Background: an optimization exercise with open tools, aiming at small area, a short achievable clock period and few clock cycles. Do not read the settings as production practice. Only simulation tests tie the RTL to the original design; equivalence was not proved. No activity file was given, so power comes from the tool's default toggle rates.

<file path="run.sh">
#!/bin/bash
# synth_recipe.tcl (not shown) runs the flow's synth.tcl, then flattens the netlist and writes it again
# the make line also repeats each setting of config.mk as NAME=value (left out here)
make -C /OpenROAD-flow-scripts/flow DESIGN_CONFIG=/design/flow/config.mk WORK_HOME=/design/flow/orfs CLKGATE_MAP_FILE= SYNTH_SCRIPT=/design/flow/synth_recipe.tcl finish
</file>
<file path="config.mk">
export PLATFORM = sky130hd
export DESIGN_NAME = dither_mono
export DESIGN_NICKNAME = dither_mono
export VERILOG_FILES = /design/flow/design.v
export SDC_FILE = /design/flow/constraint.sdc
export NUM_CORES = 4
export LEC_CHECK = 0
export CAP_MARGIN = 70
export CORE_MARGIN = 2
export CORE_UTILIZATION = 60
export PLACE_DENSITY = 0.7
export SLEW_MARGIN = 70
</file>
<file path="design.v">
module dither_mono #(
    parameter W = 32
) (
    input  wire        clk,
    input  wire        rst,
    input  wire        in_valid,
    output wire        in_ready,
    input  wire [15:0] in_pixel,
    input  wire        in_sof,
    input  wire [7:0]  cfg_thr,
    input  wire        cfg_dither,
    output wire        out_valid,
    input  wire        out_ready,
    output wire [7:0]  out_byte
);
    function [5:0] q7_off(input [6:0] s);
        case (s)
        7'd0: q7_off = 6'd0;
        7'd1: q7_off = 6'd0;
        7'd2: q7_off = 6'd0;
        7'd3: q7_off = 6'd1;
        7'd4: q7_off = 6'd1;
        7'd5: q7_off = 6'd2;
        7'd6: q7_off = 6'd2;
        7'd7: q7_off = 6'd3;
        7'd8: q7_off = 6'd3;
        7'd9: q7_off = 6'd3;
        7'd10: q7_off = 6'd4;
        7'd11: q7_off = 6'd4;
        7'd12: q7_off = 6'd5;
        7'd13: q7_off = 6'd5;
        7'd14: q7_off = 6'd6;
        7'd15: q7_off = 6'd6;
        7'd16: q7_off = 6'd7;
        7'd17: q7_off = 6'd7;
        7'd18: q7_off = 6'd7;
        7'd19: q7_off = 6'd8;
        7'd20: q7_off = 6'd8;
        7'd21: q7_off = 6'd9;
        7'd22: q7_off = 6'd9;
        7'd23: q7_off = 6'd10;
        7'd24: q7_off = 6'd10;
        7'd25: q7_off = 6'd10;
        7'd26: q7_off = 6'd11;
        7'd27: q7_off = 6'd11;
        7'd28: q7_off = 6'd12;
        7'd29: q7_off = 6'd12;
        7'd30: q7_off = 6'd13;
        7'd31: q7_off = 6'd13;
        7'd32: q7_off = 6'd14;
        7'd33: q7_off = 6'd14;
        7'd34: q7_off = 6'd14;
        7'd35: q7_off = 6'd15;
        7'd36: q7_off = 6'd15;
        7'd37: q7_off = 6'd16;
        7'd38: q7_off = 6'd16;
        7'd39: q7_off = 6'd17;
        7'd40: q7_off = 6'd17;
        7'd41: q7_off = 6'd17;
        7'd42: q7_off = 6'd18;
        7'd43: q7_off = 6'd18;
        7'd44: q7_off = 6'd19;
        7'd45: q7_off = 6'd19;
        7'd46: q7_off = 6'd20;
        7'd47: q7_off = 6'd20;
        7'd48: q7_off = 6'd21;
        7'd49: q7_off = 6'd21;
        7'd50: q7_off = 6'd21;
        7'd51: q7_off = 6'd22;
        7'd52: q7_off = 6'd22;
        7'd53: q7_off = 6'd23;
        7'd54: q7_off = 6'd23;
        7'd55: q7_off = 6'd24;
        7'd56: q7_off = 6'd24;
        7'd57: q7_off = 6'd24;
        7'd58: q7_off = 6'd25;
        7'd59: q7_off = 6'd25;
        7'd60: q7_off = 6'd26;
        7'd61: q7_off = 6'd26;
        7'd62: q7_off = 6'd27;
        7'd63: q7_off = 6'd27;
        7'd64: q7_off = 6'd36;
        7'd65: q7_off = 6'd36;
        7'd66: q7_off = 6'd36;
        7'd67: q7_off = 6'd37;
        7'd68: q7_off = 6'd37;
        7'd69: q7_off = 6'd38;
        7'd70: q7_off = 6'd38;
        7'd71: q7_off = 6'd39;
        7'd72: q7_off = 6'd39;
        7'd73: q7_off = 6'd39;
        7'd74: q7_off = 6'd40;
        7'd75: q7_off = 6'd40;
        7'd76: q7_off = 6'd41;
        7'd77: q7_off = 6'd41;
        7'd78: q7_off = 6'd42;
        7'd79: q7_off = 6'd42;
        7'd80: q7_off = 6'd43;
        7'd81: q7_off = 6'd43;
        7'd82: q7_off = 6'd43;
        7'd83: q7_off = 6'd44;
        7'd84: q7_off = 6'd44;
        7'd85: q7_off = 6'd45;
        7'd86: q7_off = 6'd45;
        7'd87: q7_off = 6'd46;
        7'd88: q7_off = 6'd46;
        7'd89: q7_off = 6'd46;
        7'd90: q7_off = 6'd47;
        7'd91: q7_off = 6'd47;
        7'd92: q7_off = 6'd48;
        7'd93: q7_off = 6'd48;
        7'd94: q7_off = 6'd49;
        7'd95: q7_off = 6'd49;
        7'd96: q7_off = 6'd50;
        7'd97: q7_off = 6'd50;
        7'd98: q7_off = 6'd50;
        7'd99: q7_off = 6'd51;
        7'd100: q7_off = 6'd51;
        7'd101: q7_off = 6'd52;
        7'd102: q7_off = 6'd52;
        7'd103: q7_off = 6'd53;
        7'd104: q7_off = 6'd53;
        7'd105: q7_off = 6'd53;
        7'd106: q7_off = 6'd54;
        7'd107: q7_off = 6'd54;
        7'd108: q7_off = 6'd55;
        7'd109: q7_off = 6'd55;
        7'd110: q7_off = 6'd56;
        7'd111: q7_off = 6'd56;
        7'd112: q7_off = 6'd57;
        7'd113: q7_off = 6'd57;
        7'd114: q7_off = 6'd57;
        7'd115: q7_off = 6'd58;
        7'd116: q7_off = 6'd58;
        7'd117: q7_off = 6'd59;
        7'd118: q7_off = 6'd59;
        7'd119: q7_off = 6'd60;
        7'd120: q7_off = 6'd60;
        7'd121: q7_off = 6'd60;
        7'd122: q7_off = 6'd61;
        7'd123: q7_off = 6'd61;
        7'd124: q7_off = 6'd62;
        7'd125: q7_off = 6'd62;
        7'd126: q7_off = 6'd63;
        7'd127: q7_off = 6'd63;
        endcase
    endfunction
    function [5:0] q7_on(input [6:0] s);
        case (s)
        7'd0: q7_on = 6'd36;
        7'd1: q7_on = 6'd36;
        7'd2: q7_on = 6'd37;
        7'd3: q7_on = 6'd37;
        7'd4: q7_on = 6'd38;
        7'd5: q7_on = 6'd38;
        7'd6: q7_on = 6'd39;
        7'd7: q7_on = 6'd39;
        7'd8: q7_on = 6'd39;
        7'd9: q7_on = 6'd40;
        7'd10: q7_on = 6'd40;
        7'd11: q7_on = 6'd41;
        7'd12: q7_on = 6'd41;
        7'd13: q7_on = 6'd42;
        7'd14: q7_on = 6'd42;
        7'd15: q7_on = 6'd43;
        7'd16: q7_on = 6'd43;
        7'd17: q7_on = 6'd43;
        7'd18: q7_on = 6'd44;
        7'd19: q7_on = 6'd44;
        7'd20: q7_on = 6'd45;
        7'd21: q7_on = 6'd45;
        7'd22: q7_on = 6'd46;
        7'd23: q7_on = 6'd46;
        7'd24: q7_on = 6'd46;
        7'd25: q7_on = 6'd47;
        7'd26: q7_on = 6'd47;
        7'd27: q7_on = 6'd48;
        7'd28: q7_on = 6'd48;
        7'd29: q7_on = 6'd49;
        7'd30: q7_on = 6'd49;
        7'd31: q7_on = 6'd50;
        7'd32: q7_on = 6'd50;
        7'd33: q7_on = 6'd50;
        7'd34: q7_on = 6'd51;
        7'd35: q7_on = 6'd51;
        7'd36: q7_on = 6'd52;
        7'd37: q7_on = 6'd52;
        7'd38: q7_on = 6'd53;
        7'd39: q7_on = 6'd53;
        7'd40: q7_on = 6'd53;
        7'd41: q7_on = 6'd54;
        7'd42: q7_on = 6'd54;
        7'd43: q7_on = 6'd55;
        7'd44: q7_on = 6'd55;
        7'd45: q7_on = 6'd56;
        7'd46: q7_on = 6'd56;
        7'd47: q7_on = 6'd57;
        7'd48: q7_on = 6'd57;
        7'd49: q7_on = 6'd57;
        7'd50: q7_on = 6'd58;
        7'd51: q7_on = 6'd58;
        7'd52: q7_on = 6'd59;
        7'd53: q7_on = 6'd59;
        7'd54: q7_on = 6'd60;
        7'd55: q7_on = 6'd60;
        7'd56: q7_on = 6'd60;
        7'd57: q7_on = 6'd61;
        7'd58: q7_on = 6'd61;
        7'd59: q7_on = 6'd62;
        7'd60: q7_on = 6'd62;
        7'd61: q7_on = 6'd63;
        7'd62: q7_on = 6'd63;
        7'd63: q7_on = 6'd0;
        7'd64: q7_on = 6'd0;
        7'd65: q7_on = 6'd0;
        7'd66: q7_on = 6'd1;
        7'd67: q7_on = 6'd1;
        7'd68: q7_on = 6'd2;
        7'd69: q7_on = 6'd2;
        7'd70: q7_on = 6'd3;
        7'd71: q7_on = 6'd3;
        7'd72: q7_on = 6'd3;
        7'd73: q7_on = 6'd4;
        7'd74: q7_on = 6'd4;
        7'd75: q7_on = 6'd5;
        7'd76: q7_on = 6'd5;
        7'd77: q7_on = 6'd6;
        7'd78: q7_on = 6'd6;
        7'd79: q7_on = 6'd7;
        7'd80: q7_on = 6'd7;
        7'd81: q7_on = 6'd7;
        7'd82: q7_on = 6'd8;
        7'd83: q7_on = 6'd8;
        7'd84: q7_on = 6'd9;
        7'd85: q7_on = 6'd9;
        7'd86: q7_on = 6'd10;
        7'd87: q7_on = 6'd10;
        7'd88: q7_on = 6'd10;
        7'd89: q7_on = 6'd11;
        7'd90: q7_on = 6'd11;
        7'd91: q7_on = 6'd12;
        7'd92: q7_on = 6'd12;
        7'd93: q7_on = 6'd13;
        7'd94: q7_on = 6'd13;
        7'd95: q7_on = 6'd14;
        7'd96: q7_on = 6'd14;
        7'd97: q7_on = 6'd14;
        7'd98: q7_on = 6'd15;
        7'd99: q7_on = 6'd15;
        7'd100: q7_on = 6'd16;
        7'd101: q7_on = 6'd16;
        7'd102: q7_on = 6'd17;
        7'd103: q7_on = 6'd17;
        7'd104: q7_on = 6'd17;
        7'd105: q7_on = 6'd18;
        7'd106: q7_on = 6'd18;
        7'd107: q7_on = 6'd19;
        7'd108: q7_on = 6'd19;
        7'd109: q7_on = 6'd20;
        7'd110: q7_on = 6'd20;
        7'd111: q7_on = 6'd21;
        7'd112: q7_on = 6'd21;
        7'd113: q7_on = 6'd21;
        7'd114: q7_on = 6'd22;
        7'd115: q7_on = 6'd22;
        7'd116: q7_on = 6'd23;
        7'd117: q7_on = 6'd23;
        7'd118: q7_on = 6'd24;
        7'd119: q7_on = 6'd24;
        7'd120: q7_on = 6'd24;
        7'd121: q7_on = 6'd25;
        7'd122: q7_on = 6'd25;
        7'd123: q7_on = 6'd26;
        7'd124: q7_on = 6'd26;
        7'd125: q7_on = 6'd27;
        7'd126: q7_on = 6'd27;
        7'd127: q7_on = 6'd28;
        endcase
    endfunction
    function [5:0] q5_off(input [6:0] s);
        case (s)
        7'd0: q5_off = 6'd0;
        7'd1: q5_off = 6'd0;
        7'd2: q5_off = 6'd0;
        7'd3: q5_off = 6'd0;
        7'd4: q5_off = 6'd1;
        7'd5: q5_off = 6'd1;
        7'd6: q5_off = 6'd1;
        7'd7: q5_off = 6'd2;
        7'd8: q5_off = 6'd2;
        7'd9: q5_off = 6'd2;
        7'd10: q5_off = 6'd3;
        7'd11: q5_off = 6'd3;
        7'd12: q5_off = 6'd3;
        7'd13: q5_off = 6'd4;
        7'd14: q5_off = 6'd4;
        7'd15: q5_off = 6'd4;
        7'd16: q5_off = 6'd5;
        7'd17: q5_off = 6'd5;
        7'd18: q5_off = 6'd5;
        7'd19: q5_off = 6'd5;
        7'd20: q5_off = 6'd6;
        7'd21: q5_off = 6'd6;
        7'd22: q5_off = 6'd6;
        7'd23: q5_off = 6'd7;
        7'd24: q5_off = 6'd7;
        7'd25: q5_off = 6'd7;
        7'd26: q5_off = 6'd8;
        7'd27: q5_off = 6'd8;
        7'd28: q5_off = 6'd8;
        7'd29: q5_off = 6'd9;
        7'd30: q5_off = 6'd9;
        7'd31: q5_off = 6'd9;
        7'd32: q5_off = 6'd10;
        7'd33: q5_off = 6'd10;
        7'd34: q5_off = 6'd10;
        7'd35: q5_off = 6'd10;
        7'd36: q5_off = 6'd11;
        7'd37: q5_off = 6'd11;
        7'd38: q5_off = 6'd11;
        7'd39: q5_off = 6'd12;
        7'd40: q5_off = 6'd12;
        7'd41: q5_off = 6'd12;
        7'd42: q5_off = 6'd13;
        7'd43: q5_off = 6'd13;
        7'd44: q5_off = 6'd13;
        7'd45: q5_off = 6'd14;
        7'd46: q5_off = 6'd14;
        7'd47: q5_off = 6'd14;
        7'd48: q5_off = 6'd15;
        7'd49: q5_off = 6'd15;
        7'd50: q5_off = 6'd15;
        7'd51: q5_off = 6'd15;
        7'd52: q5_off = 6'd16;
        7'd53: q5_off = 6'd16;
        7'd54: q5_off = 6'd16;
        7'd55: q5_off = 6'd17;
        7'd56: q5_off = 6'd17;
        7'd57: q5_off = 6'd17;
        7'd58: q5_off = 6'd18;
        7'd59: q5_off = 6'd18;
        7'd60: q5_off = 6'd18;
        7'd61: q5_off = 6'd19;
        7'd62: q5_off = 6'd19;
        7'd63: q5_off = 6'd19;
        7'd64: q5_off = 6'd44;
        7'd65: q5_off = 6'd44;
        7'd66: q5_off = 6'd44;
        7'd67: q5_off = 6'd44;
        7'd68: q5_off = 6'd45;
        7'd69: q5_off = 6'd45;
        7'd70: q5_off = 6'd45;
        7'd71: q5_off = 6'd46;
        7'd72: q5_off = 6'd46;
        7'd73: q5_off = 6'd46;
        7'd74: q5_off = 6'd47;
        7'd75: q5_off = 6'd47;
        7'd76: q5_off = 6'd47;
        7'd77: q5_off = 6'd48;
        7'd78: q5_off = 6'd48;
        7'd79: q5_off = 6'd48;
        7'd80: q5_off = 6'd49;
        7'd81: q5_off = 6'd49;
        7'd82: q5_off = 6'd49;
        7'd83: q5_off = 6'd49;
        7'd84: q5_off = 6'd50;
        7'd85: q5_off = 6'd50;
        7'd86: q5_off = 6'd50;
        7'd87: q5_off = 6'd51;
        7'd88: q5_off = 6'd51;
        7'd89: q5_off = 6'd51;
        7'd90: q5_off = 6'd52;
        7'd91: q5_off = 6'd52;
        7'd92: q5_off = 6'd52;
        7'd93: q5_off = 6'd53;
        7'd94: q5_off = 6'd53;
        7'd95: q5_off = 6'd53;
        7'd96: q5_off = 6'd54;
        7'd97: q5_off = 6'd54;
        7'd98: q5_off = 6'd54;
        7'd99: q5_off = 6'd54;
        7'd100: q5_off = 6'd55;
        7'd101: q5_off = 6'd55;
        7'd102: q5_off = 6'd55;
        7'd103: q5_off = 6'd56;
        7'd104: q5_off = 6'd56;
        7'd105: q5_off = 6'd56;
        7'd106: q5_off = 6'd57;
        7'd107: q5_off = 6'd57;
        7'd108: q5_off = 6'd57;
        7'd109: q5_off = 6'd58;
        7'd110: q5_off = 6'd58;
        7'd111: q5_off = 6'd58;
        7'd112: q5_off = 6'd59;
        7'd113: q5_off = 6'd59;
        7'd114: q5_off = 6'd59;
        7'd115: q5_off = 6'd59;
        7'd116: q5_off = 6'd60;
        7'd117: q5_off = 6'd60;
        7'd118: q5_off = 6'd60;
        7'd119: q5_off = 6'd61;
        7'd120: q5_off = 6'd61;
        7'd121: q5_off = 6'd61;
        7'd122: q5_off = 6'd62;
        7'd123: q5_off = 6'd62;
        7'd124: q5_off = 6'd62;
        7'd125: q5_off = 6'd63;
        7'd126: q5_off = 6'd63;
        7'd127: q5_off = 6'd63;
        endcase
    endfunction
    function [5:0] q5_on(input [6:0] s);
        case (s)
        7'd0: q5_on = 6'd44;
        7'd1: q5_on = 6'd44;
        7'd2: q5_on = 6'd44;
        7'd3: q5_on = 6'd45;
        7'd4: q5_on = 6'd45;
        7'd5: q5_on = 6'd45;
        7'd6: q5_on = 6'd46;
        7'd7: q5_on = 6'd46;
        7'd8: q5_on = 6'd46;
        7'd9: q5_on = 6'd47;
        7'd10: q5_on = 6'd47;
        7'd11: q5_on = 6'd47;
        7'd12: q5_on = 6'd48;
        7'd13: q5_on = 6'd48;
        7'd14: q5_on = 6'd48;
        7'd15: q5_on = 6'd49;
        7'd16: q5_on = 6'd49;
        7'd17: q5_on = 6'd49;
        7'd18: q5_on = 6'd49;
        7'd19: q5_on = 6'd50;
        7'd20: q5_on = 6'd50;
        7'd21: q5_on = 6'd50;
        7'd22: q5_on = 6'd51;
        7'd23: q5_on = 6'd51;
        7'd24: q5_on = 6'd51;
        7'd25: q5_on = 6'd52;
        7'd26: q5_on = 6'd52;
        7'd27: q5_on = 6'd52;
        7'd28: q5_on = 6'd53;
        7'd29: q5_on = 6'd53;
        7'd30: q5_on = 6'd53;
        7'd31: q5_on = 6'd54;
        7'd32: q5_on = 6'd54;
        7'd33: q5_on = 6'd54;
        7'd34: q5_on = 6'd54;
        7'd35: q5_on = 6'd55;
        7'd36: q5_on = 6'd55;
        7'd37: q5_on = 6'd55;
        7'd38: q5_on = 6'd56;
        7'd39: q5_on = 6'd56;
        7'd40: q5_on = 6'd56;
        7'd41: q5_on = 6'd57;
        7'd42: q5_on = 6'd57;
        7'd43: q5_on = 6'd57;
        7'd44: q5_on = 6'd58;
        7'd45: q5_on = 6'd58;
        7'd46: q5_on = 6'd58;
        7'd47: q5_on = 6'd59;
        7'd48: q5_on = 6'd59;
        7'd49: q5_on = 6'd59;
        7'd50: q5_on = 6'd59;
        7'd51: q5_on = 6'd60;
        7'd52: q5_on = 6'd60;
        7'd53: q5_on = 6'd60;
        7'd54: q5_on = 6'd61;
        7'd55: q5_on = 6'd61;
        7'd56: q5_on = 6'd61;
        7'd57: q5_on = 6'd62;
        7'd58: q5_on = 6'd62;
        7'd59: q5_on = 6'd62;
        7'd60: q5_on = 6'd63;
        7'd61: q5_on = 6'd63;
        7'd62: q5_on = 6'd63;
        7'd63: q5_on = 6'd0;
        7'd64: q5_on = 6'd0;
        7'd65: q5_on = 6'd0;
        7'd66: q5_on = 6'd0;
        7'd67: q5_on = 6'd1;
        7'd68: q5_on = 6'd1;
        7'd69: q5_on = 6'd1;
        7'd70: q5_on = 6'd2;
        7'd71: q5_on = 6'd2;
        7'd72: q5_on = 6'd2;
        7'd73: q5_on = 6'd3;
        7'd74: q5_on = 6'd3;
        7'd75: q5_on = 6'd3;
        7'd76: q5_on = 6'd4;
        7'd77: q5_on = 6'd4;
        7'd78: q5_on = 6'd4;
        7'd79: q5_on = 6'd5;
        7'd80: q5_on = 6'd5;
        7'd81: q5_on = 6'd5;
        7'd82: q5_on = 6'd5;
        7'd83: q5_on = 6'd6;
        7'd84: q5_on = 6'd6;
        7'd85: q5_on = 6'd6;
        7'd86: q5_on = 6'd7;
        7'd87: q5_on = 6'd7;
        7'd88: q5_on = 6'd7;
        7'd89: q5_on = 6'd8;
        7'd90: q5_on = 6'd8;
        7'd91: q5_on = 6'd8;
        7'd92: q5_on = 6'd9;
        7'd93: q5_on = 6'd9;
        7'd94: q5_on = 6'd9;
        7'd95: q5_on = 6'd10;
        7'd96: q5_on = 6'd10;
        7'd97: q5_on = 6'd10;
        7'd98: q5_on = 6'd10;
        7'd99: q5_on = 6'd11;
        7'd100: q5_on = 6'd11;
        7'd101: q5_on = 6'd11;
        7'd102: q5_on = 6'd12;
        7'd103: q5_on = 6'd12;
        7'd104: q5_on = 6'd12;
        7'd105: q5_on = 6'd13;
        7'd106: q5_on = 6'd13;
        7'd107: q5_on = 6'd13;
        7'd108: q5_on = 6'd14;
        7'd109: q5_on = 6'd14;
        7'd110: q5_on = 6'd14;
        7'd111: q5_on = 6'd15;
        7'd112: q5_on = 6'd15;
        7'd113: q5_on = 6'd15;
        7'd114: q5_on = 6'd15;
        7'd115: q5_on = 6'd16;
        7'd116: q5_on = 6'd16;
        7'd117: q5_on = 6'd16;
        7'd118: q5_on = 6'd17;
        7'd119: q5_on = 6'd17;
        7'd120: q5_on = 6'd17;
        7'd121: q5_on = 6'd18;
        7'd122: q5_on = 6'd18;
        7'd123: q5_on = 6'd18;
        7'd124: q5_on = 6'd19;
        7'd125: q5_on = 6'd19;
        7'd126: q5_on = 6'd19;
        7'd127: q5_on = 6'd20;
        endcase
    endfunction
    function [4:0] q3_of(input [6:0] s);
        case (s)
        7'd0: q3_of = 5'd0;
        7'd1: q3_of = 5'd0;
        7'd2: q3_of = 5'd0;
        7'd3: q3_of = 5'd0;
        7'd4: q3_of = 5'd0;
        7'd5: q3_of = 5'd0;
        7'd6: q3_of = 5'd1;
        7'd7: q3_of = 5'd1;
        7'd8: q3_of = 5'd1;
        7'd9: q3_of = 5'd1;
        7'd10: q3_of = 5'd1;
        7'd11: q3_of = 5'd2;
        7'd12: q3_of = 5'd2;
        7'd13: q3_of = 5'd2;
        7'd14: q3_of = 5'd2;
        7'd15: q3_of = 5'd2;
        7'd16: q3_of = 5'd3;
        7'd17: q3_of = 5'd3;
        7'd18: q3_of = 5'd3;
        7'd19: q3_of = 5'd3;
        7'd20: q3_of = 5'd3;
        7'd21: q3_of = 5'd3;
        7'd22: q3_of = 5'd4;
        7'd23: q3_of = 5'd4;
        7'd24: q3_of = 5'd4;
        7'd25: q3_of = 5'd4;
        7'd26: q3_of = 5'd4;
        7'd27: q3_of = 5'd5;
        7'd28: q3_of = 5'd5;
        7'd29: q3_of = 5'd5;
        7'd30: q3_of = 5'd5;
        7'd31: q3_of = 5'd5;
        7'd32: q3_of = 5'd6;
        7'd33: q3_of = 5'd6;
        7'd34: q3_of = 5'd6;
        7'd35: q3_of = 5'd6;
        7'd36: q3_of = 5'd6;
        7'd37: q3_of = 5'd6;
        7'd38: q3_of = 5'd7;
        7'd39: q3_of = 5'd7;
        7'd40: q3_of = 5'd7;
        7'd41: q3_of = 5'd7;
        7'd42: q3_of = 5'd7;
        7'd43: q3_of = 5'd8;
        7'd44: q3_of = 5'd8;
        7'd45: q3_of = 5'd8;
        7'd46: q3_of = 5'd8;
        7'd47: q3_of = 5'd8;
        7'd48: q3_of = 5'd9;
        7'd49: q3_of = 5'd9;
        7'd50: q3_of = 5'd9;
        7'd51: q3_of = 5'd9;
        7'd52: q3_of = 5'd9;
        7'd53: q3_of = 5'd9;
        7'd54: q3_of = 5'd10;
        7'd55: q3_of = 5'd10;
        7'd56: q3_of = 5'd10;
        7'd57: q3_of = 5'd10;
        7'd58: q3_of = 5'd10;
        7'd59: q3_of = 5'd11;
        7'd60: q3_of = 5'd11;
        7'd61: q3_of = 5'd11;
        7'd62: q3_of = 5'd11;
        7'd63: q3_of = 5'd11;
        7'd64: q3_of = 5'd20;
        7'd65: q3_of = 5'd20;
        7'd66: q3_of = 5'd20;
        7'd67: q3_of = 5'd20;
        7'd68: q3_of = 5'd20;
        7'd69: q3_of = 5'd20;
        7'd70: q3_of = 5'd21;
        7'd71: q3_of = 5'd21;
        7'd72: q3_of = 5'd21;
        7'd73: q3_of = 5'd21;
        7'd74: q3_of = 5'd21;
        7'd75: q3_of = 5'd22;
        7'd76: q3_of = 5'd22;
        7'd77: q3_of = 5'd22;
        7'd78: q3_of = 5'd22;
        7'd79: q3_of = 5'd22;
        7'd80: q3_of = 5'd23;
        7'd81: q3_of = 5'd23;
        7'd82: q3_of = 5'd23;
        7'd83: q3_of = 5'd23;
        7'd84: q3_of = 5'd23;
        7'd85: q3_of = 5'd23;
        7'd86: q3_of = 5'd24;
        7'd87: q3_of = 5'd24;
        7'd88: q3_of = 5'd24;
        7'd89: q3_of = 5'd24;
        7'd90: q3_of = 5'd24;
        7'd91: q3_of = 5'd25;
        7'd92: q3_of = 5'd25;
        7'd93: q3_of = 5'd25;
        7'd94: q3_of = 5'd25;
        7'd95: q3_of = 5'd25;
        7'd96: q3_of = 5'd26;
        7'd97: q3_of = 5'd26;
        7'd98: q3_of = 5'd26;
        7'd99: q3_of = 5'd26;
        7'd100: q3_of = 5'd26;
        7'd101: q3_of = 5'd26;
        7'd102: q3_of = 5'd27;
        7'd103: q3_of = 5'd27;
        7'd104: q3_of = 5'd27;
        7'd105: q3_of = 5'd27;
        7'd106: q3_of = 5'd27;
        7'd107: q3_of = 5'd28;
        7'd108: q3_of = 5'd28;
        7'd109: q3_of = 5'd28;
        7'd110: q3_of = 5'd28;
        7'd111: q3_of = 5'd28;
        7'd112: q3_of = 5'd29;
        7'd113: q3_of = 5'd29;
        7'd114: q3_of = 5'd29;
        7'd115: q3_of = 5'd29;
        7'd116: q3_of = 5'd29;
        7'd117: q3_of = 5'd29;
        7'd118: q3_of = 5'd30;
        7'd119: q3_of = 5'd30;
        7'd120: q3_of = 5'd30;
        7'd121: q3_of = 5'd30;
        7'd122: q3_of = 5'd30;
        7'd123: q3_of = 5'd31;
        7'd124: q3_of = 5'd31;
        7'd125: q3_of = 5'd31;
        7'd126: q3_of = 5'd31;
        7'd127: q3_of = 5'd31;
        endcase
    endfunction
    function [5:0] q5_of(input [6:0] s);
        case (s)
        7'd0: q5_of = 6'd0;
        7'd1: q5_of = 6'd0;
        7'd2: q5_of = 6'd0;
        7'd3: q5_of = 6'd0;
        7'd4: q5_of = 6'd1;
        7'd5: q5_of = 6'd1;
        7'd6: q5_of = 6'd1;
        7'd7: q5_of = 6'd2;
        7'd8: q5_of = 6'd2;
        7'd9: q5_of = 6'd2;
        7'd10: q5_of = 6'd3;
        7'd11: q5_of = 6'd3;
        7'd12: q5_of = 6'd3;
        7'd13: q5_of = 6'd4;
        7'd14: q5_of = 6'd4;
        7'd15: q5_of = 6'd4;
        7'd16: q5_of = 6'd5;
        7'd17: q5_of = 6'd5;
        7'd18: q5_of = 6'd5;
        7'd19: q5_of = 6'd5;
        7'd20: q5_of = 6'd6;
        7'd21: q5_of = 6'd6;
        7'd22: q5_of = 6'd6;
        7'd23: q5_of = 6'd7;
        7'd24: q5_of = 6'd7;
        7'd25: q5_of = 6'd7;
        7'd26: q5_of = 6'd8;
        7'd27: q5_of = 6'd8;
        7'd28: q5_of = 6'd8;
        7'd29: q5_of = 6'd9;
        7'd30: q5_of = 6'd9;
        7'd31: q5_of = 6'd9;
        7'd32: q5_of = 6'd10;
        7'd33: q5_of = 6'd10;
        7'd34: q5_of = 6'd10;
        7'd35: q5_of = 6'd10;
        7'd36: q5_of = 6'd11;
        7'd37: q5_of = 6'd11;
        7'd38: q5_of = 6'd11;
        7'd39: q5_of = 6'd12;
        7'd40: q5_of = 6'd12;
        7'd41: q5_of = 6'd12;
        7'd42: q5_of = 6'd13;
        7'd43: q5_of = 6'd13;
        7'd44: q5_of = 6'd13;
        7'd45: q5_of = 6'd14;
        7'd46: q5_of = 6'd14;
        7'd47: q5_of = 6'd14;
        7'd48: q5_of = 6'd15;
        7'd49: q5_of = 6'd15;
        7'd50: q5_of = 6'd15;
        7'd51: q5_of = 6'd15;
        7'd52: q5_of = 6'd16;
        7'd53: q5_of = 6'd16;
        7'd54: q5_of = 6'd16;
        7'd55: q5_of = 6'd17;
        7'd56: q5_of = 6'd17;
        7'd57: q5_of = 6'd17;
        7'd58: q5_of = 6'd18;
        7'd59: q5_of = 6'd18;
        7'd60: q5_of = 6'd18;
        7'd61: q5_of = 6'd19;
        7'd62: q5_of = 6'd19;
        7'd63: q5_of = 6'd19;
        7'd64: q5_of = 6'd44;
        7'd65: q5_of = 6'd44;
        7'd66: q5_of = 6'd44;
        7'd67: q5_of = 6'd44;
        7'd68: q5_of = 6'd45;
        7'd69: q5_of = 6'd45;
        7'd70: q5_of = 6'd45;
        7'd71: q5_of = 6'd46;
        7'd72: q5_of = 6'd46;
        7'd73: q5_of = 6'd46;
        7'd74: q5_of = 6'd47;
        7'd75: q5_of = 6'd47;
        7'd76: q5_of = 6'd47;
        7'd77: q5_of = 6'd48;
        7'd78: q5_of = 6'd48;
        7'd79: q5_of = 6'd48;
        7'd80: q5_of = 6'd49;
        7'd81: q5_of = 6'd49;
        7'd82: q5_of = 6'd49;
        7'd83: q5_of = 6'd49;
        7'd84: q5_of = 6'd50;
        7'd85: q5_of = 6'd50;
        7'd86: q5_of = 6'd50;
        7'd87: q5_of = 6'd51;
        7'd88: q5_of = 6'd51;
        7'd89: q5_of = 6'd51;
        7'd90: q5_of = 6'd52;
        7'd91: q5_of = 6'd52;
        7'd92: q5_of = 6'd52;
        7'd93: q5_of = 6'd53;
        7'd94: q5_of = 6'd53;
        7'd95: q5_of = 6'd53;
        7'd96: q5_of = 6'd54;
        7'd97: q5_of = 6'd54;
        7'd98: q5_of = 6'd54;
        7'd99: q5_of = 6'd54;
        7'd100: q5_of = 6'd55;
        7'd101: q5_of = 6'd55;
        7'd102: q5_of = 6'd55;
        7'd103: q5_of = 6'd56;
        7'd104: q5_of = 6'd56;
        7'd105: q5_of = 6'd56;
        7'd106: q5_of = 6'd57;
        7'd107: q5_of = 6'd57;
        7'd108: q5_of = 6'd57;
        7'd109: q5_of = 6'd58;
        7'd110: q5_of = 6'd58;
        7'd111: q5_of = 6'd58;
        7'd112: q5_of = 6'd59;
        7'd113: q5_of = 6'd59;
        7'd114: q5_of = 6'd59;
        7'd115: q5_of = 6'd59;
        7'd116: q5_of = 6'd60;
        7'd117: q5_of = 6'd60;
        7'd118: q5_of = 6'd60;
        7'd119: q5_of = 6'd61;
        7'd120: q5_of = 6'd61;
        7'd121: q5_of = 6'd61;
        7'd122: q5_of = 6'd62;
        7'd123: q5_of = 6'd62;
        7'd124: q5_of = 6'd62;
        7'd125: q5_of = 6'd63;
        7'd126: q5_of = 6'd63;
        7'd127: q5_of = 6'd63;
        endcase
    endfunction
    function [3:0] q1_of(input [6:0] s);
        case (s)
        7'd0: q1_of = 4'd0;
        7'd1: q1_of = 4'd1;
        7'd2: q1_of = 4'd2;
        7'd3: q1_of = 4'd2;
        7'd4: q1_of = 4'd2;
        7'd5: q1_of = 4'd2;
        7'd6: q1_of = 4'd2;
        7'd7: q1_of = 4'd1;
        7'd8: q1_of = 4'd2;
        7'd9: q1_of = 4'd3;
        7'd10: q1_of = 4'd2;
        7'd11: q1_of = 4'd2;
        7'd12: q1_of = 4'd2;
        7'd13: q1_of = 4'd2;
        7'd14: q1_of = 4'd2;
        7'd15: q1_of = 4'd3;
        7'd16: q1_of = 4'd1;
        7'd17: q1_of = 4'd2;
        7'd18: q1_of = 4'd3;
        7'd19: q1_of = 4'd3;
        7'd20: q1_of = 4'd3;
        7'd21: q1_of = 4'd3;
        7'd22: q1_of = 4'd3;
        7'd23: q1_of = 4'd2;
        7'd24: q1_of = 4'd3;
        7'd25: q1_of = 4'd4;
        7'd26: q1_of = 4'd3;
        7'd27: q1_of = 4'd3;
        7'd28: q1_of = 4'd3;
        7'd29: q1_of = 4'd3;
        7'd30: q1_of = 4'd3;
        7'd31: q1_of = 4'd4;
        7'd32: q1_of = 4'd2;
        7'd33: q1_of = 4'd3;
        7'd34: q1_of = 4'd4;
        7'd35: q1_of = 4'd4;
        7'd36: q1_of = 4'd4;
        7'd37: q1_of = 4'd4;
        7'd38: q1_of = 4'd4;
        7'd39: q1_of = 4'd3;
        7'd40: q1_of = 4'd4;
        7'd41: q1_of = 4'd5;
        7'd42: q1_of = 4'd4;
        7'd43: q1_of = 4'd4;
        7'd44: q1_of = 4'd4;
        7'd45: q1_of = 4'd4;
        7'd46: q1_of = 4'd4;
        7'd47: q1_of = 4'd5;
        7'd48: q1_of = 4'd3;
        7'd49: q1_of = 4'd4;
        7'd50: q1_of = 4'd5;
        7'd51: q1_of = 4'd5;
        7'd52: q1_of = 4'd5;
        7'd53: q1_of = 4'd5;
        7'd54: q1_of = 4'd5;
        7'd55: q1_of = 4'd4;
        7'd56: q1_of = 4'd5;
        7'd57: q1_of = 4'd6;
        7'd58: q1_of = 4'd5;
        7'd59: q1_of = 4'd5;
        7'd60: q1_of = 4'd5;
        7'd61: q1_of = 4'd5;
        7'd62: q1_of = 4'd5;
        7'd63: q1_of = 4'd6;
        7'd64: q1_of = 4'd12;
        7'd65: q1_of = 4'd13;
        7'd66: q1_of = 4'd14;
        7'd67: q1_of = 4'd14;
        7'd68: q1_of = 4'd14;
        7'd69: q1_of = 4'd14;
        7'd70: q1_of = 4'd14;
        7'd71: q1_of = 4'd13;
        7'd72: q1_of = 4'd14;
        7'd73: q1_of = 4'd15;
        7'd74: q1_of = 4'd14;
        7'd75: q1_of = 4'd14;
        7'd76: q1_of = 4'd14;
        7'd77: q1_of = 4'd14;
        7'd78: q1_of = 4'd14;
        7'd79: q1_of = 4'd15;
        7'd80: q1_of = 4'd13;
        7'd81: q1_of = 4'd14;
        7'd82: q1_of = 4'd15;
        7'd83: q1_of = 4'd15;
        7'd84: q1_of = 4'd15;
        7'd85: q1_of = 4'd15;
        7'd86: q1_of = 4'd15;
        7'd87: q1_of = 4'd14;
        7'd88: q1_of = 4'd15;
        7'd89: q1_of = 4'd0;
        7'd90: q1_of = 4'd15;
        7'd91: q1_of = 4'd15;
        7'd92: q1_of = 4'd15;
        7'd93: q1_of = 4'd15;
        7'd94: q1_of = 4'd15;
        7'd95: q1_of = 4'd0;
        7'd96: q1_of = 4'd14;
        7'd97: q1_of = 4'd15;
        7'd98: q1_of = 4'd0;
        7'd99: q1_of = 4'd0;
        7'd100: q1_of = 4'd0;
        7'd101: q1_of = 4'd0;
        7'd102: q1_of = 4'd0;
        7'd103: q1_of = 4'd15;
        7'd104: q1_of = 4'd0;
        7'd105: q1_of = 4'd1;
        7'd106: q1_of = 4'd0;
        7'd107: q1_of = 4'd0;
        7'd108: q1_of = 4'd0;
        7'd109: q1_of = 4'd0;
        7'd110: q1_of = 4'd0;
        7'd111: q1_of = 4'd1;
        7'd112: q1_of = 4'd15;
        7'd113: q1_of = 4'd0;
        7'd114: q1_of = 4'd1;
        7'd115: q1_of = 4'd1;
        7'd116: q1_of = 4'd1;
        7'd117: q1_of = 4'd1;
        7'd118: q1_of = 4'd1;
        7'd119: q1_of = 4'd0;
        7'd120: q1_of = 4'd1;
        7'd121: q1_of = 4'd2;
        7'd122: q1_of = 4'd1;
        7'd123: q1_of = 4'd1;
        7'd124: q1_of = 4'd1;
        7'd125: q1_of = 4'd1;
        7'd126: q1_of = 4'd1;
        7'd127: q1_of = 4'd2;
        endcase
    endfunction
    function [5:0] intensity(input [15:0] p);
        reg [5:0] a, b, c;
        reg       ab, cb, ac;
        begin
            a  = {p[4:0], 1'b0};
            b  = p[10:5];
            c  = {p[15:11], 1'b0};
            ab = a > b;
            cb = c > b;
            ac = p[4:0] > p[15:11];
            if (ac)
                intensity = ab ? a : b;
            else
                intensity = cb ? c : b;
        end
    endfunction
    wire       f1_go, f2_go, x_go;
    wire       g_valid_n, fr_valid_n, x_sure_n;
    wire              a_we;
    wire [4:0]        a_wpos;
    wire signed [6:0] a_wdata;
    reg        in_ready_r;
    reg        iv;
    reg [15:0] ipix;
    reg        isof, idith;
    reg [5:0]  ithr;
    wire acc_in = in_valid & in_ready_r;
    assign in_ready = in_ready_r;
    always @(posedge clk) begin
        if (in_ready_r) begin
            ipix  <= in_pixel;
            isof  <= in_sof;
            ithr  <= cfg_thr[7:2];
            idith <= cfg_dither;
        end
    end
    reg [5:0]  pb [0:31];
    reg [5:0]  cnt;           
    reg [5:0]  cr;            
    reg [4:0]  wx;            
    reg        w_wdir;        
    reg        w_rdir;        
    reg        w_odd, w_first, w_dith;
    reg [5:0]  w_t6;
    reg [4:0]  rk;            
    wire       pb_wr    = iv & (~cnt[5] | f1_go);
    wire       w_new    = (wx == 5'd0);
    wire       wdir_eff = w_new ? w_rdir : w_wdir;
    wire [4:0] wp       = wx ^ {5{wdir_eff}};
    wire       iv_n     = acc_in | (iv & ~pb_wr);
    wire [5:0] cnt_n    = cnt + {5'd0, pb_wr} - {5'd0, f1_go};
    wire       full_n   = (cnt[5] & (pb_wr | ~f1_go)) | ((cnt == 6'd31) & pb_wr & ~f1_go);
    wire       f1_sure_n = ~g_valid_n | ~fr_valid_n | x_sure_n;
    always @(posedge clk) begin
        if (pb_wr)
            pb[wp] <= intensity(ipix);
    end
    always @(posedge clk) begin
        if (rst) begin
            in_ready_r <= 1'b1;
            iv         <= 1'b0;
            cnt        <= 6'd0;
            cr         <= 6'd0;
            wx         <= 5'd0;
            w_rdir     <= 1'b0;
            w_wdir     <= 1'b0;
            w_odd      <= 1'b1;
        end else begin
            in_ready_r <= ~iv_n | ~full_n | f1_sure_n;
            iv         <= iv_n;
            cnt        <= cnt_n;
            cr         <= cr + {5'd0, pb_wr} - {(f1_go & (rk == 5'd31)), 5'd0};
            if (pb_wr) begin
                wx <= wx + 5'd1;
                if (w_new) begin
                    w_wdir <= w_rdir;
                    if (isof) begin
                        w_odd   <= 1'b0;
                        w_first <= 1'b1;
                        w_t6    <= ithr;
                        w_dith  <= idith;
                    end else begin
                        w_odd   <= ~w_odd;
                        w_first <= 1'b0;
                        w_rdir  <= w_rdir ^ ~w_odd;
                    end
                end
            end
        end
    end
    reg        rs;            
    reg        r_odd, r_zero, r_dith, r_rdir;
    reg [5:0]  r_t6;
    reg [4:0]  rp_r, fx_r;    
    wire       f_odd  = rs ? w_odd   : r_odd;
    wire       f_rdir = rs ? w_rdir  : r_rdir;
    wire       f_zero = rs ? (w_first | ~w_dith) : r_zero;
    wire       f_dith = rs ? w_dith  : r_dith;
    wire [5:0] f_t6   = rs ? w_t6    : r_t6;
    wire [4:0] rp     = rs ? {5{w_rdir}} : rp_r;
    wire [4:0] fx     = rs ? {5{w_odd}}  : fx_r;
    wire       avail  = f_odd ? cr[5] : (cnt != 6'd0);
    reg signed [6:0]  el [0:31];   
    wire [5:0]        v      = pb[rp];
    wire signed [6:0] el_rd  = (a_we && a_wpos == fx) ? a_wdata : el[fx];
    reg               g_valid;
    reg [5:0]         g_v;
    reg signed [6:0]  g_tv;        
    reg signed [6:0]  g_el;
    reg [4:0]         g_x;
    reg               g_rs, g_last, g_zero, g_dith, g_odd;
    assign f1_go     = avail & (~g_valid | f2_go);
    assign g_valid_n = f1_go | (g_valid & ~f2_go);
    always @(posedge clk) begin
        if (rst) begin
            rk      <= 5'd0;
            rs      <= 1'b1;
            g_valid <= 1'b0;
        end else begin
            if (f1_go) begin
                rk   <= rk + 5'd1;
                rs   <= (rk == 5'd31);
                rp_r <= f_rdir ? rp - 5'd1 : rp + 5'd1;
                fx_r <= f_odd  ? fx - 5'd1 : fx + 5'd1;
                if (rs) begin
                    r_odd  <= w_odd;
                    r_zero <= w_first | ~w_dith;
                    r_dith <= w_dith;
                    r_rdir <= w_rdir;
                    r_t6   <= w_t6;
                end
            end
            g_valid <= g_valid_n;
        end
        if (f1_go) begin
            g_v    <= v;
            g_tv   <= $signed({1'b0, f_t6}) - $signed({1'b0, v});
            g_el   <= el_rd;
            g_x    <= fx;
            g_rs   <= rs;
            g_last <= (rk == 5'd31);
            g_zero <= f_zero;
            g_dith <= f_dith;
            g_odd  <= f_odd;
        end else if (a_we && a_wpos == g_x) begin
            g_el   <= a_wdata;
        end
    end
    reg               fr_valid;
    reg [6:0]         fr_b0;      
    reg signed [7:0]  fr_t;       
    reg               fr_dith, fr_odd, fr_last, fr_rs;
    reg [4:0]         fr_x;
    reg signed [5:0]  accA;        
    reg signed [3:0]  accB;        
    wire signed [5:0] accA_n;
    wire signed [3:0] accB_n;
    wire              caseA = x_go & fr_last;
    wire signed [6:0] err0  = caseA ? {{3{accB_n[3]}}, accB_n} : {accA_n[5], accA_n};
    wire signed [6:0] errl  = (a_we && a_wpos == g_x) ? a_wdata : g_el;
    wire signed [6:0] err   = g_zero ? 7'sd0 : (g_rs ? err0 : errl);
    wire signed [7:0] base  = $signed({2'b00, g_v}) + err;
    assign f2_go      = g_valid & (~fr_valid | x_go);
    assign fr_valid_n = f2_go | (fr_valid & ~x_go);
    always @(posedge clk) begin
        if (rst)
            fr_valid <= 1'b0;
        else
            fr_valid <= fr_valid_n;
        if (f2_go) begin
            fr_b0   <= base[6:0];
            fr_t    <= g_tv - err;
            fr_dith <= g_dith;
            fr_odd  <= g_odd;
            fr_last <= g_last;
            fr_rs   <= g_rs;
            fr_x    <= g_x;
        end
    end
    reg signed [5:0]  carry;
    wire [6:0]        s0   = fr_b0 + {carry[5], carry};
    wire              on   = carry > fr_t;
    wire [6:0]        e    = on ? s0 - 7'd63 : s0;
    wire [5:0]        q7   = on ? q7_on(s0) : q7_off(s0);
    wire [5:0]        q5   = on ? q5_on(s0) : q5_off(s0);
    wire              sel_q5 = g_valid & ~g_zero;
    reg  [31:0] dec;
    reg  [3:0]  pend;
    reg  [1:0]  nb;
    reg         ov;
    reg  [7:0]  ob;
    reg         pxg_r;        
    reg         nbx_r;        
    wire        cap       = ~ov & pend[nb];
    wire [1:0]  xg        = fr_x[4:3];
    wire        dec_block = pxg_r & (ov | ~nbx_r);
    wire        bdone     = fr_odd ? (fr_x[2:0] == 3'd0) : (fr_x[2:0] == 3'd7);
    wire [3:0]  pend_n    = (pend & ~(cap ? (4'd1 << nb) : 4'd0))
                          | ((x_go & bdone) ? (4'd1 << xg) : 4'd0);
    wire [1:0]  xg_n      = f2_go ? g_x[4:3] : xg;
    assign x_go = fr_valid & ~dec_block;
    assign x_sure_n = ~pend_n[xg_n] | (~(cap | ov) & (nb + {1'b0, cap} == xg_n));
    reg               er_valid, er_rs;
    reg [4:0]         er_wpos;
    reg signed [4:0]  er_q3;
    reg signed [5:0]  er_q5;
    reg signed [3:0]  er_q1;
    always @(posedge clk) begin
        if (rst) begin
            carry    <= 6'sd0;
            er_valid <= 1'b0;
            pend     <= 4'd0;
            pxg_r    <= 1'b0;
            nbx_r    <= 1'b0;
            nb       <= 2'd0;
            ov       <= 1'b0;
        end else begin
            if (x_go) begin
                if (fr_last | ~fr_dith)
                    carry <= (fr_last & sel_q5) ? q5 : 6'sd0;
                else
                    carry <= q7;
            end
            er_valid <= x_go;
            pend <= pend_n;
            pxg_r <= pend_n[xg_n];
            nbx_r <= (nb + {1'b0, cap} == xg_n);
            if (cap)
                nb <= nb + 2'd1;
            ov <= cap | (ov & ~out_ready);
        end
        if (x_go) begin
            dec[fr_x] <= on;
            er_rs     <= fr_rs;
            er_wpos   <= fr_odd ? fr_x + 5'd1 : fr_x - 5'd1;
            er_q3     <= q3_of(e);
            er_q5     <= q5_of(e);
            er_q1     <= q1_of(e);
        end
        if (cap)
            ob <= dec[nb*8 +: 8];
    end
    assign out_valid = ov;
    assign out_byte  = ob;
    assign a_we    = er_valid & ~er_rs;
    assign a_wpos  = er_wpos;
    assign a_wdata = accA + er_q3;
    assign accA_n  = er_valid ? (er_rs ? er_q5 : accB + er_q5) : accA;
    assign accB_n  = er_valid ? er_q1 : accB;
    always @(posedge clk) begin
        accA <= accA_n;
        accB <= accB_n;
        if (a_we)
            el[a_wpos] <= a_wdata;
    end
endmodule
</file>
<file path="constraint.sdc">
create_clock -name core_clock -period 13.0 [get_ports {clk}]
set_input_delay 2.6000 -clock core_clock [delete_from_list [all_inputs] [get_ports {clk}]]
set_output_delay 2.6000 -clock core_clock [all_outputs]
set_load 0.01 [all_outputs]
</file>
==> impl_metrics.env, run 1 <==
export IMPL_pre_cts_ws_ns=8.395
export IMPL_path_common_cell="a311oi_1"
export IMPL_nNetsFinal=2809
export IMPL_worstHoldPathCells=0
export IMPL_place_congestion=0.9092
export IMPL_synth_compound_area_share_pct=12.07
export IMPL_crit_arrival_ns=4.97
export IMPL_fp_dieW_um=230.9
export IMPL_leakage_nw=12.31
export IMPL_synthesis_area_mm2=0.03088
export IMPL_drive_above_1_share_pct=15.52
export IMPL_cp_required_ns=13.35
export IMPL_fin_crit_ns=4.616
export IMPL_post_route_period_util_pct=35.51
export IMPL_synth_area_mux_share_pct=3.189
export IMPL_ys_types=97
export IMPL_final_hold_viol_count=0
export IMPL_tns_ns=0
export IMPL_multi_input_area_mm2=0.01218
export IMPL_status="timing/DRC/antenna clean"
export IMPL_cts_clk_slew_worst_paths_ns=0.06
export IMPL_synth_most_common_cell="edfxtp_1"
export IMPL_cts_resized_gates=0
export IMPL_p_sw_share_pct=38.94
export IMPL_pin_count=40
export IMPL_slew_headroom_pct=69.09
export IMPL_power_frac_comb_pct=44.4
export IMPL_yosys_warnings=1
export IMPL_root_buffer="clkbuf_16"
export IMPL_hold_buffers=0
export IMPL_worst_setup_path_start_kind="flip-flop"
export IMPL_synth_edf_count=575
export IMPL_fp_dieH_um=230.9
export IMPL_cts_tree="built"
export IMPL_final_antenna_net_count=0
export IMPL_clock_skew_ns=0.03370
export IMPL_dp_cells=3265
export IMPL_slowest_delay_ns=0.52
export IMPL_synth_seq_cells=638
export IMPL_finalNonFillerCells=3392
export IMPL_drc_errors=0
export IMPL_regArea_mm2=0.01854
export IMPL_synthTopCellsByArea="edfxtp_1 (56%), nand2_1 (5.2%), ha_1 (4.3%)"
export IMPL_r2r_slack_ns=8.38
export IMPL_grt_usage_pct=27.30
export IMPL_min_path_type="reg2reg"
export IMPL_synthTopCellsByCount="edfxtp_1 (575), nand2_1 (429), nor2_1 (158)"
export IMPL_syn_nets=2774
export IMPL_synth_top_family_by_area="simple AND/OR/NAND/NOR gates"
export IMPL_synth_adder_area_share_pct=4.984
export IMPL_r2r_cells=17
export IMPL_port_buffers=37
export IMPL_rows=83
export IMPL_crit_path_end_kind="flip-flop"
export IMPL_cts_made_buffers=66
export IMPL_placeableCoreArea_mm2=0.05109
export IMPL_clock_power_share_pct=21.1
export IMPL_dr_pass1_iters=5
export IMPL_max_freq_mhz=216.6
export IMPL_power_switching_w=0.003366
export IMPL_place_hpwl_mm=46.54
export IMPL_grt_pass1_vias=20610
export IMPL_intPower_w=0.005279
export IMPL_post_cts_buffers=0
export IMPL_globalRouteOverflowTotal=0
export IMPL_vdd_ir_drop_worst_v=0.0001933
export IMPL_grt_pass1_wl_mm=113.4
export IMPL_worstReg2RegStart="rs"
export IMPL_area_growth_pct=13.87
export IMPL_cts_sinks=638
export IMPL_start_util_pct=60.44
export IMPL_path_cells="inv_2, a21o_4, buf_16, inv_6, buf_6, nand2_1, and3_1, a311oi_1, a311oi_1, a311oi_1, a31oi_1, ha_1, a21o_1, a21oi_1, o21bai_1, a21oi_1, xnor2_1"
export IMPL_setup_violations=0
export IMPL_antenna_found_initial=0
export IMPL_crit_slowest_cell="dfxtp_4"
export IMPL_worstSetupStartpoint="rs"
export IMPL_synth_xor_xnor_area_share_pct=2.654
export IMPL_crit_end="g_tv[5]"
export IMPL_drv_cap=0
export IMPL_grt_max_degree=61
export IMPL_die_area_mm2=0.05330
export IMPL_yosys_area_share_simple_pct=13.63
export IMPL_fin_total_pwr_w=0.008646
export IMPL_finalWorstSetupSlack_ns=8.384
export IMPL_synthCells=2627
export IMPL_r2r_end="g_tv[5]"
export IMPL_drt_wl_total_mm=72.13
export IMPL_seq_area_frac_synth_pct=60.00
export IMPL_via_count=21090
export IMPL_grt_setup_unrepaired="false"
export IMPL_async_flop_share_pct=0
export IMPL_antennaDiodeCount=0
export IMPL_seqPwrFrac_pct=34.5
export IMPL_pwr_density_cell_mw_per_mm2=245.9
export IMPL_slew_viol_final=0
export IMPL_finalInstanceArea_mm2=0.03516
export IMPL_cp_max_fo=52
export IMPL_drtIter0Drc=1994
export IMPL_path_class="reg2reg"
export IMPL_routed_via_density=6.219
export IMPL_synth_area_per_cell_um2=11.75
export IMPL_clkLatencyLatePin_ns=0.63
export IMPL_cts_htree_levels=3
export IMPL_synth_main_ff_cell="edfxtp_1"
export IMPL_fill_cells=3612
export IMPL_dpl_cell_area_mm2=0.03283
export IMPL_synth_top_area_share_pct=55.92
export IMPL_worst_pin_slew_ns=0.4605
export IMPL_yosysTopAreaCell="edfxtp_1"
export IMPL_clockBufferDepth=3
export IMPL_wire_per_inst_um=21.27
-- worst max-delay path: cells and delay by family (launching register included) --
family,cells,cell delay [ns]
AOI/OAI and AO/OA,9,2.01
xor gates and xnor gates,1,0.08
adders and majority gates,1,0.31
buffers and inverters,4,1.10
DFF,1,0.52
and+or+nand+nor,2,0.26
-- stage by stage --
| stage | hold slack [ns] | utilization, % |
|---|---|---|
| floorplan | 0.4003 | - |
| global placement | 0.4030 | 62.17 |
| detailed placement | 0.4098 | 64.26 |
| CTS | 0.4234 | 68.30 |
| global route | 0.4390 | 68.82 |
| finish | 0.4225 | 68.82 |
-- layout make-up --
type	count	area share, %
clock inverter	45	1.014
multi-input combinational	1738	34.65
clock buffer	73	4.861
tap	680	2.420
inverter	99	1.121
timing repair buffer	119	3.213
sequential	638	52.72
-- power by group through the flow --
stage          Clock, W  Combinational (W)  Sequential, W
6_report        0.00183            0.00384        0.00298
5_1_grt         0.00193            0.00418        0.00300
3_5_place_dp          0            0.00369        0.00303
3_3_place_gp          0            0.00339        0.00303
2_1_floorplan         0            0.00256        0.00298
4_1_cts         0.00185            0.00371        0.00298
-- logic make-up after synthesis --
group,count (synthesis)
xor gates and xnor gates,88
AOI/OAI and AO/OA,531
DFF,638
muxes,79
buffers and inverters,251
adders and majority gates,117
and+or+nand+nor,923
-- placed cells by master, fill, tap and decap left out, drive strengths merged, types with 45 or more instances in the layout --
cell / n
a21oi: 123
a311oi: 73
and3: 46
buf: 79
clkbuf: 77
dfxtp: 63
edfxtp: 575
ha: 107
inv: 104
nand2: 430
nand3: 125
nor2: 161
nor3: 45
o21ai: 104
xnor2: 66
-- layer usage --
layer	vias to the layer above	wire length (um)	global-route usage, %
met4	0	2170	10.24
li1	9813	-	-
met1	10310	29660	37.47
met5	-	0	0
met2	822	34900	44.42
met3	151	5400	4.027
-- how the worst min path moves through the flow --
stage / from / to
global placement: g_last / fr_last
global route: g_dith / fr_dith
finish: g_dith / fr_dith
CTS: g_dith / fr_dith
detailed placement: g_dith / fr_dith
floorplan: fr_rs / er_rs
-- state kept, by name (all words and copies together) (netlist names), 7 cells and up --
| signal | count |
|---|---|
| el | 224 |
| pb | 192 |
| dec | 32 |
| ipix | 16 |
| fr_t | 8 |
| ob | 8 |
| fr_b0 | 7 |
| g_el | 7 |
| g_tv | 7 |
Testbench counts, summed over its fixed seeds: cycles 20,640.
==> inputs of run 2 (changes only) <==
==> config.mk (replaced) <==
export PLATFORM = sky130hd
export DESIGN_NAME = dither_mono
export DESIGN_NICKNAME = dither_mono
export VERILOG_FILES = /design/flow/design.v
export SDC_FILE = /design/flow/constraint.sdc
export NUM_CORES = 4
export LEC_CHECK = 0
export CAP_MARGIN = 20
export CORE_MARGIN = 2
export CORE_UTILIZATION = 40
export PLACE_DENSITY = 0.6
export SLEW_MARGIN = 20
==> impl_metrics.env, run 2 <==
export IMPL_status="timing/DRC/antenna clean"
export IMPL_clock_skew_ns=0.02812
export IMPL_cts_clk_slew_worst_paths_ns=0.06
export IMPL_placeableCoreArea_mm2=0.07620
export IMPL_wire_per_inst_um=20.11
export IMPL_syn_nets=2774
export IMPL_largest_reg_flops=224
export IMPL_slew_viol_final=0
export IMPL_worst_setup_path_start_kind="flip-flop"
export IMPL_drtIter0Drc=1727
export IMPL_grt_usage_pct=18.75
export IMPL_crit_path_end_kind="flip-flop"
export IMPL_pin_count=40
export IMPL_synth_top_family_by_area="simple AND/OR/NAND/NOR gates"
export IMPL_die_area_mm2=0.07944
export IMPL_synth_top_area_share_pct=55.92
export IMPL_max_freq_mhz=207.8
export IMPL_synth_area_mux_share_pct=3.189
export IMPL_cp_max_fo=96
export IMPL_reg_top3="el (224), pb (192), dec (32)"
export IMPL_routed_via_density=5.614
export IMPL_final_cell_mix="edfxtp_1 (575), nand2_1 (429), nor2_1 (157)"
export IMPL_yosysTopAreaCell="edfxtp_1"
export IMPL_post_route_period_util_pct=37.02
export IMPL_largest_register="el"
export IMPL_worst_pin_slew_ns=1.098
export IMPL_dr_pass1_iters=5
export IMPL_seq_area_frac_synth_pct=60.00
export IMPL_rows=101
export IMPL_slew_headroom_pct=26.77
export IMPL_yosys_area_share_simple_pct=13.63
export IMPL_fin_crit_ns=4.813
export IMPL_final_antenna_net_count=0
export IMPL_place_hpwl_mm=46.87
export IMPL_synth_most_common_cell="edfxtp_1"
export IMPL_synth_main_ff_cell="edfxtp_1"
export IMPL_final_hold_viol_count=0
export IMPL_vdd_ir_drop_worst_v=0.0001694
export IMPL_regArea_mm2=0.01853
export IMPL_grt_pass1_vias=20570
export IMPL_synthCells=2627
export IMPL_synthTopCellsByCount="edfxtp_1 (575), nand2_1 (429), nor2_1 (158)"
export IMPL_clkLatencyLatePin_ns=0.61
export IMPL_crit_arrival_ns=5.15
export IMPL_path_class="reg2reg"
export IMPL_worstReg2RegStart="rs"
export IMPL_synthesis_area_mm2=0.03088
export IMPL_drt_wl_total_mm=74.62
export IMPL_root_buffer="clkbuf_16"
export IMPL_hold_buffers=0
export IMPL_drv_cap=0
export IMPL_r2r_cells=17
export IMPL_grt_pass1_wl_mm=116.6
export IMPL_synth_xor_xnor_area_share_pct=2.654
export IMPL_synth_adder_area_share_pct=4.984
export IMPL_synth_area_per_cell_um2=11.75
export IMPL_multi_input_area_mm2=0.01140
export IMPL_fp_dieW_um=281.8
export IMPL_cts_htree_levels=3
export IMPL_fin_hold_ws_ns=0.4005
export IMPL_leakage_nw=12.07
export IMPL_min_path_type="reg2reg"
export IMPL_final_common_cell="edfxtp_1"
export IMPL_port_buffers=37
export IMPL_dp_cells=3583
export IMPL_globalRouteOverflowTotal=0
export IMPL_synthTopCellsByArea="edfxtp_1 (56%), nand2_1 (5.2%), ha_1 (4.3%)"
export IMPL_cts_resized_gates=0
export IMPL_synth_seq_cells=638
export IMPL_ys_types=97
export IMPL_cts_tree="built"
export IMPL_tns_ns=0
export IMPL_cp_required_ns=13.34
export IMPL_area_growth_pct=11.82
export IMPL_finalNonFillerCells=3711
export IMPL_start_util_pct=40.52
export IMPL_yosys_warnings=1
export IMPL_cts_sinks=638
export IMPL_grt_setup_unrepaired="false"
export IMPL_cts_made_buffers=71
export IMPL_nNetsFinal=2774
export IMPL_grt_max_degree=129
export IMPL_r2r_end="g_tv[5]"
export IMPL_async_flop_share_pct=0
export IMPL_antenna_found_initial=0
export IMPL_clockBufferDepth=3
export IMPL_antennaDiodeCount=0
export IMPL_setup_violations=0
export IMPL_synth_edf_count=575
export IMPL_drive_above_1_share_pct=9.399
export IMPL_place_congestion=0.8916
export IMPL_post_cts_buffers=0
export IMPL_via_count=20830
export IMPL_worstHoldPathCells=0
export IMPL_fp_dieH_um=281.8
export IMPL_worstSetupStartpoint="rs"
export IMPL_crit_end="g_tv[5]"
export IMPL_fin_total_pwr_w=0.008485
export IMPL_pwr_density_cell_mw_per_mm2=245.8
export IMPL_r2r_slack_ns=8.19
export IMPL_synth_compound_area_share_pct=12.07
export IMPL_drc_errors=0
export IMPL_fill_cells=6887
## run 2: power breakdown
| group | switching [W] | internal [W] |
|---|---|---|
| registers | 0.000124 | 0.00286 |
| clock network | 0.000804 | 0.00114 |
| logic | 0.00233 | 0.00123 |
| total | 0.00326 | 0.00523 |
## run 2: worst min-delay path by stage
stage | startpoint | to | slack (ns)
final | fr_rs | er_rs | 0.40
after global routing | fr_rs | er_rs | 0.42
after CTS | fr_rs | er_rs | 0.40
after detailed placement | g_last | fr_last | 0.40
after global placement | fr_rs | er_rs | 0.40
after floorplan | fr_rs | er_rs | 0.40
## run 2: cells by family after synthesis
group                    count (synthesis)
multiplexers                            79
flip-flops                             638
adder cells (fa/ha/maj)                117
buffers and inverters                  251
XOR/XNOR                                88
AO/OA/AOI/OAI                          531
AND/OR/NAND/NOR                        923
## run 2: area by class of cell
type                    instances  area share, %
clock inverters                33         0.8479
inverters                      99          1.080
flip-flops and latches        638          53.66
multi-input cells            1738          33.02
clock buffers                  94          5.635
well taps                    1030          3.732
repair buffers                 79          2.029
## run 2: metal layers
metal	wire length [um]	track usage, %	vias to the layer above
met4	2409	6.792	0
met1	32170	24.90	10260
li1	-	-	9736
met2	35490	31.00	684
met5	0	0	-
met3	4553	3.016	148
## run 2: metrics by stage
stage / util, % / cell area (um^2) / worst slack, ns
finish: 45.31 / 34530 / 8.187
global route: 45.31 / 34530 / 7.769
CTS: 45.29 / 34510 / 8.158
detailed placement: 42.35 / 32270 / 8.192
global placement: 42.33 / 32260 / 8.236
floorplan: - / 30880 / 8.554
## run 2: critical path, cell delays in order (launching register included)
cell	delay (ns)
dfxtp_1	0.32
buf_4	0.21
and2_1	0.26
a21o_2	0.39
inv_2	0.12
buf_4	0.77
nand2_1	0.10
and3_1	0.20
a311oi_1	0.29
a311oi_1	0.13
a311oi_1	0.54
a31oi_1	0.10
ha_1	0.31
a21o_1	0.19
a21oi_1	0.22
o21bai_1	0.11
a21oi_1	0.18
xnor2_1	0.08
==> inputs of run 3 (changes only) <==
--- a/config.mk
+++ b/config.mk
@@ -8,5 +8,6 @@
 export CAP_MARGIN = 20
 export CORE_MARGIN = 2
 export CORE_UTILIZATION = 40
+export CTS_BUF_LIST = sky130_fd_sc_hd__clkbuf_4 sky130_fd_sc_hd__clkbuf_8
 export PLACE_DENSITY = 0.6
 export SLEW_MARGIN = 20
==> impl_metrics.env, run 3 <==
export IMPL_synth_main_ff_cell="edfxtp_1"
export IMPL_cts_resized_gates=0
export IMPL_grt_max_degree=129
export IMPL_post_route_period_util_pct=37.34
export IMPL_grt_usage_pct=18.71
export IMPL_grt_pass1_wl_mm=116.7
export IMPL_antenna_found_initial=1
export IMPL_async_flop_share_pct=0
export IMPL_synthCells=2627
export IMPL_pwr_density_cell_mw_per_mm2=242.5
export IMPL_synth_area_per_cell_um2=11.75
export IMPL_fp_dieW_um=281.8
export IMPL_port_buffers=37
export IMPL_place_hpwl_mm=46.87
export IMPL_largest_reg_flops=224
export IMPL_final_hold_viol_count=0
export IMPL_routed_via_density=5.555
export IMPL_drt_wl_total_mm=74.77
export IMPL_setup_violations=0
export IMPL_clock_skew_ns=0.07101
export IMPL_area_growth_pct=11.65
export IMPL_root_buffer="clkbuf_8"
export IMPL_synth_edf_count=575
export IMPL_max_freq_mhz=206.0
export IMPL_seq_area_frac_synth_pct=60.00
export IMPL_largest_register="el"
export IMPL_ys_types=97
export IMPL_reg_top3="el (224), pb (192), dec (32)"
export IMPL_rows=101
export IMPL_placeableCoreArea_mm2=0.07620
export IMPL_drc_errors=0
export IMPL_worst_setup_path_start_kind="flip-flop"
export IMPL_min_path_type="reg2reg"
export IMPL_final_cell_mix="edfxtp_1 (575), nand2_1 (429), nor2_1 (157)"
export IMPL_r2r_slack_ns=8.15
export IMPL_die_area_mm2=0.07944
export IMPL_crit_path_end_kind="flip-flop"
export IMPL_drtIter0Drc=1719
export IMPL_cts_made_buffers=106
export IMPL_place_congestion=0.8916
export IMPL_final_antenna_net_count=0
export IMPL_leakage_nw=12.15
export IMPL_synth_most_common_cell="edfxtp_1"
export IMPL_cts_tree="built"
export IMPL_fp_dieH_um=281.8
export IMPL_synthTopCellsByArea="edfxtp_1 (56%), nand2_1 (5.2%), ha_1 (4.3%)"
export IMPL_grt_pass1_vias=20820
export IMPL_synth_top_area_share_pct=55.92
export IMPL_cts_clk_slew_worst_paths_ns=0.06
export IMPL_synthesis_area_mm2=0.03088
export IMPL_slew_headroom_pct=26.77
export IMPL_cp_required_ns=13.40
export IMPL_clkLatencyLatePin_ns=0.72
export IMPL_grt_setup_unrepaired="false"
export IMPL_yosys_warnings=1
export IMPL_cts_sinks=638
export IMPL_nNetsFinal=2809
export IMPL_post_cts_buffers=0
export IMPL_worst_pin_slew_ns=1.099
export IMPL_path_class="reg2reg"
export IMPL_wire_per_inst_um=19.80
export IMPL_synthTopCellsByCount="edfxtp_1 (575), nand2_1 (429), nor2_1 (158)"
export IMPL_globalRouteOverflowTotal=0
export IMPL_tns_ns=0
export IMPL_yosysTopAreaCell="edfxtp_1"
export IMPL_crit_arrival_ns=5.26
export IMPL_drv_cap=0
export IMPL_final_common_cell="edfxtp_1"
export IMPL_dpl_cell_area_mm2=0.03227
export IMPL_start_util_pct=40.52
export IMPL_hold_buffers=0
export IMPL_status="timing/DRC/antenna clean"
export IMPL_syn_nets=2774
export IMPL_vdd_ir_drop_worst_v=0.0001749
export IMPL_slew_viol_final=0
export IMPL_synth_seq_cells=638
export IMPL_fin_crit_ns=4.854
export IMPL_via_count=20980
export IMPL_cp_max_fo=96
export IMPL_clockBufferDepth=3
export IMPL_dr_pass1_iters=5
export IMPL_finalInstanceArea_mm2=0.03448
export IMPL_drive_above_1_share_pct=11.99
export IMPL_cts_htree_levels=3
export IMPL_pin_count=40
-- run 3: cell count changes in the layout (fill, tap and decap cells not counted), sizes merged --
cell and delta:
clkbuf +57, clkinv +10, clkinvlp -3, diode +2, bufinv -1, inv +1
-- run 3: layer usage --
layer | track usage (%) | vias up | share of wire (%)
met5 | 0 | - | 0
met2 | 30.82 | 689 | 47
met4 | 6.969 | 0 | 3.1
met3 | 3.025 | 140 | 5.9
met1 | 24.88 | 10320 | 44
li1 | - | 9833 | -
-- run 3: cell type report --
class / count / area (um^2)
fillers: 6942 / 41720
flip-flops and latches: 638 / 18530
multi-input cells: 1738 / 11400
clock buffers: 151 / 1847
well taps: 1030 / 1289
repair buffers: 79 / 704.4
inverters: 99 / 372.9
clock inverters: 40 / 332.8
diodes: 2 / 5.005
-- run 3: path summary, 6_finish.rpt --
check	start	endpoint	depth (start not counted)
setup / recovery	rs	g_tv[5]	17
hold / removal	g_dith	fr_dith	0
setup reg to reg	rs	g_tv[5]	17
hold reg to reg	g_dith	fr_dith	0
-- run 3: power by group --
group	internal, W	switching (W)	total [W]	leakage [nW]
registers	0.00286	0.000124	0.00299	5.76
clock network	0.000983	0.000820	0.00180	1.16
logic	0.00123	0.00234	0.00357	5.22
total	0.00508	0.00328	0.00836	12.1
-- run 3: stage by stage --
| step | total power, W | util, % | hold slack, ns | setup WS, ns | cells |
|---|---|---|---|---|---|
| 5_1_grt | 0.008859 | 45.25 | 0.4368 | 7.756 | 3777 |
| 4_1_cts | 0.008388 | 45.21 | 0.4213 | 8.102 | 3774 |
| 3_5_place_dp | 0.006568 | 42.35 | 0.4045 | 8.192 | 3583 |
| 2_1_floorplan | 0.005544 | - | 0.4003 | 8.554 | 2627 |
| 3_3_place_gp | 0.006478 | 42.33 | 0.4022 | 8.236 | 3582 |
| 6_report | 0.008363 | 45.25 | 0.4148 | 8.146 | 3777 |
-- run 3: worst max-delay path, cell delays in order (launching register included) --
cell and delay (ns):
dfxtp_1 0.32, buf_4 0.21, and2_1 0.26, a21o_2 0.39
inv_2 0.12, buf_4 0.79, nand2_1 0.10, and3_1 0.20
a311oi_1 0.29, a311oi_1 0.13, a311oi_1 0.52, a31oi_1 0.10
ha_1 0.31, a21o_1 0.18, a21oi_1 0.23, o21bai_1 0.11
a21oi_1 0.18, xnor2_1 0.08
-- run 3: cells by family (layout without fill, tap and decap cells) --
family                   after synthesis  count (layout)  share of synthesized area, %
XOR/XNOR                              88              88                         2.654
adder cells (fa/ha/maj)              117             117                         4.984
buffers and inverters                251             369                         3.472
AND/OR/NAND/NOR                      923             923                         13.63
AO/OA/AOI/OAI                        531             531                         12.07
flip-flops                           638             638                         60.00
multiplexers                          79              79                         3.189
other                                  0               2                             0

[afterwards: timing with drivers on the ports]
The flow's constraints put no driver on any port. The routed layouts listed below were extracted and timed again, unchanged, in two steps. Step 1: set_driving_cell puts a clkbuf_16 on clk and a buf_2 on each other input, an assumption about the parent block. Step 2 times the ports against the registers' clock, not the clock port: input delays grow and output delays shrink by t, the midpoint of the rising clock arrivals with the driver on. a / b / c = ideal / step 1 / step 2; a / b = the first two.
| run | shift t [ns] | setup slack, ns |
|---|---|---|
| run 1 | 0.672 | 8.384 / 8.384 / 8.384 |
| run 2 | 0.653 | 8.187 / 8.187 / 8.187 |
| run 3 | 0.748 | 8.146 / 8.146 / 8.146 |
After both steps setup and hold are still met in every run listed.
